This design comes from an exercise in tuning for small area, a short achievable clock period and few clock cycles per item on the open sky130 flow, not from production work. In this exercise RTL edits were held to simulation tests only and were not proved equivalent to the original.

// hme_fsearch
module hme_fsearch (
    input  wire         clk,
    input  wire         rst,
    input  wire         start,
    input  wire [4:0]   grid_rows_m1,    
    input  wire [4:0]   grid_cols_m1,    
    output reg          busy,
    output reg          done,
    output wire         ref_req,
    output wire [8:0]   ref_y,
    output wire [8:0]   ref_x,
    input  wire [127:0] ref_row,
    output wire         tgt_req,
    output wire [8:0]   tgt_y,
    output wire [8:0]   tgt_x,
    input  wire [127:0] tgt_row,
    output reg          res_valid,
    output wire [4:0]   res_mb_row,
    output wire [4:0]   res_mb_col,
    output wire [4:0]   res_dy,
    output wire [4:0]   res_dx,
    output wire [15:0]  res_cost
);
    reg [4:0] gr_m1, gc_m1;
    reg [4:0] mb_r, mb_c;
    reg       run;                     
    wire top   = (mb_r == 5'd0);
    wire bot   = (mb_r == gr_m1);
    wire left  = (mb_c == 5'd0);
    wire right = (mb_c == gc_m1);
    reg              g_ph;             
    reg              g_wait;           
    reg              g_new;            
    reg              g_done;
    reg        [3:0] g_rad;
    reg signed [4:0] g_a, g_b;         
    reg signed [4:0] g_cy, g_cx;       
    wire signed [5:0] g_d  = g_ph ? {2'b00, g_rad} : {g_rad, 2'b00};
    wire signed [4:0] g_st = g_ph ? 5'sd1 : 5'sd4;
    wire signed [5:0] a_min = bot   ? 6'sd0 : -6'sd8;
  ...
Size: ~2300 cells after synthesis, about 280 flip-flops, roughly 350 I/O pins.
clock: 22.0 ns
lec_check: 0
cap_margin: 20
core_margin: 2
core_utilization: 25
place_density: 0.5
slew_margin: 20
standard.sh (not shown) runs the stock make flow with config.mk's settings and CLKGATE_MAP_FILE= SYNTH_SCRIPT=/design/flow/synth_recipe.tcl, a recipe that flattens the netlist after the stock synthesis.
==> flow/flow/run.sh <==
#!/bin/bash
# The standard layout (the standard.sh, unchanged scripts) with three
# layout choices:
#  - the smallest buffer (buf_1) on the ports instead of the one
#    buffer_ports picks by default;
#  - timing repair aimed at a setup slack of 15.2 ns on the 22 ns clock, so
#    that the resizer sizes up the critical paths (the clock and the
#    constraints are the design's);
#  - clock tree: sinks clustered 30 to a buffer, no dummy loads.
# Each tool's output is in the ORFS logs under orfs/logs; make's own output
# is in standard.log.
set -euo pipefail
cd "$(dirname "$0")/.."
export BUFFER_PORTS_ARGS="-buffer_cell sky130_fd_sc_hd__buf_1"
export SETUP_SLACK_MARGIN=15.5
export CTS_ARGS="-sink_clustering_enable -repair_clock_nets -sink_clustering_size 30 -sink_clustering_max_diameter 80 -dont_use_dummy_load"
bash standard.sh > standard.log 2>&1
Testbench counts at the start, summed over its fixed seeds: cycles 198,758, mbs 298.
Next try:
--- a/flow/flow/run.sh
+++ b/flow/flow/run.sh
@@ -13,5 +13,5 @@
 cd "$(dirname "$0")/.."
 export BUFFER_PORTS_ARGS="-buffer_cell sky130_fd_sc_hd__buf_1"
-export SETUP_SLACK_MARGIN=15.5
+export SETUP_SLACK_MARGIN=15.4
 export CTS_ARGS="-sink_clustering_enable -repair_clock_nets -sink_clustering_size 30 -sink_clustering_max_diameter 80 -dont_use_dummy_load"
 bash standard.sh > standard.log 2>&1
The changed run completed with no timing, DRC or antenna violations.
Global-route usage hardly moves.
Core utilization falls by 0.76 points.
Maximum frequency falls slightly.
Clock skew hardly moves.
Die area does not change.
Routed wire length falls slightly.
First-iteration DRC count rises by roughly a tenth.
Non-clock buffer count falls by 14.
Sequential share of layout area rises by 0.54 points.

========
Another version of the RTL of hme_fsearch (not shown whole).
Size: about 280 flip-flops, roughly 22000 sq um of cells after synthesis.
Settings: LEC_CHECK=0, CAP_MARGIN=20, CORE_MARGIN=2, CORE_UTILIZATION=45, PLACE_DENSITY=0.65, SLEW_MARGIN=20; clock period 22.0 ns.
==> flow/flow/run.sh <==
#!/bin/bash
# The standard layout (the standard.sh, unchanged scripts) with three
# layout choices:
#  - the smallest buffer (buf_1) on the ports instead of the one
#    buffer_ports picks by default;
#  - timing repair aimed at a setup slack of 15.2 ns on the 22 ns clock, so
#    that the resizer sizes up the critical paths (the clock and the
#    constraints are the design's);
#  - clock tree: sinks clustered 30 to a buffer, no dummy loads.
# Each tool's output is in the ORFS logs under orfs/logs; make's own output
# is in standard.log.
set -euo pipefail
cd "$(dirname "$0")/.."
export BUFFER_PORTS_ARGS="-buffer_cell sky130_fd_sc_hd__buf_1"
export SETUP_SLACK_MARGIN=15.2
export CTS_ARGS="-sink_clustering_enable -repair_clock_nets -sink_clustering_size 30 -sink_clustering_max_diameter 80 -dont_use_dummy_load"
bash standard.sh > standard.log 2>&1
The first run went through all stages and came out clean.
Testbench counts at the start, summed over its fixed seeds: cycles 198,758, mbs 298.
==> next run, changes <==
--- a/flow/flow/run.sh
+++ b/flow/flow/run.sh
@@ -15 +15 @@
-export SETUP_SLACK_MARGIN=15.2
+export SETUP_SLACK_MARGIN=15.35
CORE_UTILIZATION = 25   (was 45)
PLACE_DENSITY = 0.5   (was 0.65)
TNS_END_PERCENT = 5   (was default)
Routed wire length is higher by 12%.
Die area is higher by 78%.
Design area came out higher by 3.2%.
==> next run, changes <==
--- a/flow/flow/run.sh
+++ b/flow/flow/run.sh
@@ -15 +15 @@
-export SETUP_SLACK_MARGIN=15.35
+export SETUP_SLACK_MARGIN=15.2
TNS_END_PERCENT = default   (was 5)
After rerunning:
- fmax drops slightly
==> next run, changes <==
==> flow/flow/run.sh (replaced) <==
#!/bin/bash
# The standard layout, with the smallest buffer (buf_1) on the ports
# instead of the one buffer_ports picks by default.
set -euo pipefail
cd "$(dirname "$0")/.."
export BUFFER_PORTS_ARGS="-buffer_cell sky130_fd_sc_hd__buf_1"
export SETUP_SLACK_MARGIN=15.2
bash standard.sh > standard.log 2>&1
CTS_CLUSTER_DIAMETER = 80   (was default)
CTS_CLUSTER_SIZE = 30   (was default)
Outcome:
- maximum frequency is about the same
- die area stays the same
- routed wire length is about the same
- via count rose slightly
- setup slack is worse by 0.010 ns
- area after synthesis does not change
- global-route usage hardly moves
- non-clock buffer count is unchanged
==> next run, changes <==
--- a/flow/flow/run.sh
+++ b/flow/flow/run.sh
@@ -7,0 +8 @@
+export CTS_ARGS="-sink_clustering_enable -repair_clock_nets -sink_clustering_size 30 -sink_clustering_max_diameter 80 -dont_use_dummy_load"
=> The new run finished with timing, DRC and antenna clean; utilization is lower by 0.27 points; final cell count goes down slightly; design area fell slightly.

========
run 1:
Another version of the RTL of hme_fsearch (not shown whole).
For scale: roughly 280 flip-flops, ~21,000 um^2 of cells after synthesis.
export LEC_CHECK = 0
export CAP_MARGIN = 20
export CORE_MARGIN = 2
export CORE_UTILIZATION = 25
export PLACE_DENSITY = 0.5
export SLEW_MARGIN = 20
create_clock -name core_clock -period 22.0 [get_ports {clk}]
==> flow/flow/run.sh <==
#!/bin/bash
# The standard layout, with the smallest buffer (buf_1) on the ports
# instead of the one buffer_ports picks by default.
set -euo pipefail
cd "$(dirname "$0")/.."
export BUFFER_PORTS_ARGS="-buffer_cell sky130_fd_sc_hd__buf_1"
bash standard.sh > standard.log 2>&1
Testbench counts of run 1, summed over its fixed seeds: cycles 202,040, mbs 298.
The following lists how run 2 was set up differently from run 1:
Settings: putting CTS_CLUSTER_SIZE at 35 where nothing was set; putting CTS_CLUSTER_DIAMETER at 100 where nothing was set.
==> results.txt <==
Looking at run 2 and run 1, the synthesized area per cell is a wash. Fraction of final layout cells sized beyond drive strength 1: higher on run 1. Re wire length on met3: run 1 was higher than run 2. NOTE total routed wirelength run 1->run 2 decreased slightly.
## Diff of input files: run 3 against run 2
Settings: removing CTS_CLUSTER_DIAMETER (formerly 100); removing CTS_CLUSTER_SIZE (formerly 35).
==> flow/run.sh (new file) <==
#!/bin/bash
# synth_recipe.tcl (not shown) runs the flow's synth.tcl, then flattens the netlist and writes it again
# the make line also repeats each setting of config.mk as NAME=value (left out here)
make -C /OpenROAD-flow-scripts/flow DESIGN_CONFIG=/design/flow/config.mk WORK_HOME=/design/flow/orfs CLKGATE_MAP_FILE= SYNTH_SCRIPT=/design/flow/synth_recipe.tcl finish
removed: flow/flow/run.sh
removed: flow/standard.sh
## What came out
Run 3 against run 2: multi-input gate share of total cell area now smaller; share of the core filled with cells in the final layout now larger; routed wirelength normalized by instance count now larger.
Diff run 2 -> run 3: count of sequential standard cells stayed essentially flat; area share of buffers outside the clock network rose by 7.3 points.
Delta (run 3 minus run 2): global-route wire length before repair higher, sequential cell area in the final layout roughly the same.
The run with more routed wire is run 3, not run 2.

========
Starting RTL as in the previous note.
// hme_fsearch
module hme_fsearch (
    input  wire         clk,
    input  wire         rst,
    input  wire         start,
    input  wire [4:0]   grid_rows_m1,    
    input  wire [4:0]   grid_cols_m1,    
    output reg          busy,
    output reg          done,
    output wire         ref_req,
    output wire [8:0]   ref_y,
    output wire [8:0]   ref_x,
    input  wire [127:0] ref_row,
    output wire         tgt_req,
    output wire [8:0]   tgt_y,
    output wire [8:0]   tgt_x,
    input  wire [127:0] tgt_row,
    output reg          res_valid,
    output wire [4:0]   res_mb_row,
    output wire [4:0]   res_mb_col,
    output wire [4:0]   res_dy,
    output wire [4:0]   res_dx,
    output wire [15:0]  res_cost
);
Settings: LEC_CHECK=0, CAP_MARGIN=20, CORE_MARGIN=2, CORE_UTILIZATION=50, CTS_BUF_LIST=sky130_fd_sc_hd__clkbuf_4, CTS_CLUSTER_SIZE=12, PLACE_DENSITY=0.65, SLEW_MARGIN=20; clock period 22.0 ns.
==> flow/flow/run.sh <==
#!/bin/bash
# The standard layout, with the smallest buffer (buf_1) on the ports
# instead of the one buffer_ports picks by default.
set -euo pipefail
cd "$(dirname "$0")/.."
export BUFFER_PORTS_ARGS="-buffer_cell sky130_fd_sc_hd__buf_1"
bash standard.sh > standard.log 2>&1
The starting point went through all stages and came out clean.
Testbench counts at the start, summed over its fixed seeds: cycles 202,040, mbs 298.
Edit:
CORE_UTILIZATION = 25   (was 50)
CTS_BUF_LIST = sky130_fd_sc_hd__clkbuf_8   (was sky130_fd_sc_hd__clkbuf_4)
CTS_CLUSTER_SIZE = 20   (was 12)
PLACE_DENSITY = 0.5   (was 0.65)
Result: Maximum frequency climbs by about 2%; routed wire length climbs by 6.2%; sequential share of layout area drops by 1.0 points; worst hold slack improves by 12 ps; core utilization drops by 27 points.

separate check: timing with driven ports:
Ports are ideal in the flow. The routed layouts listed here were re-timed in OpenROAD. Step 1: set_driving_cell puts a clkbuf_16 on clk and a buf_2 on each other input, an assumption about the parent block. Step 2 times the ports against the registers' clock, not the clock port: input delays grow and output delays shrink by t, the midpoint of the rising clock arrivals with the driver on. Three values: no drivers, after step 1, after step 2; two values: the first two.
run	t, ns	slack for setup (ns)	worst hold slack (ns)	worst setup path after step 2
the first run of note 1	0.620	15.628 / 15.614 / 15.050	0.319 / 0.319 / 0.319	input to register
the second run of note 1	0.595	15.581 / 15.554 / 15.016	0.319 / 0.319 / 0.319	input to register
the first run of note 2	0.569	15.350 / 15.381 / 14.812	0.288 / 0.288 / 0.288	input to register
the second run of note 2	0.599	15.409 / 15.448 / 14.850	0.317 / 0.317 / 0.317	input to register
the third run of note 2	0.590	15.378 / 15.410 / 14.820	0.323 / 0.323 / 0.323	input to register
the fourth run of note 2	0.611	15.368 / 15.405 / 14.794	0.328 / 0.328 / 0.328	input to register
the fifth run of note 2	0.590	15.378 / 15.410 / 14.820	0.323 / 0.323 / 0.323	input to register
run 1	0.617	14.702 / 14.702 / 14.397	0.315 / 0.315 / 0.315	input to register
run 2	0.609	14.711 / 14.711 / 14.404	0.331 / 0.331 / 0.331	input to register
run 3	0.601	14.320 / 14.320 / 13.894	0.310 / 0.310 / 0.310	input to register
the first run of note 4	0.758	14.554 / 14.554 / 14.402	0.298 / 0.298 / 0.298	input to register
the second run of note 4	0.684	14.701 / 14.701 / 14.353	0.310 / 0.310 / 0.310	input to register
After both steps every run listed still meets setup and hold. The setup slack of the first run of note 1, which loses most, moves by -0.014 ns with the drivers and by -0.578 ns with both steps.
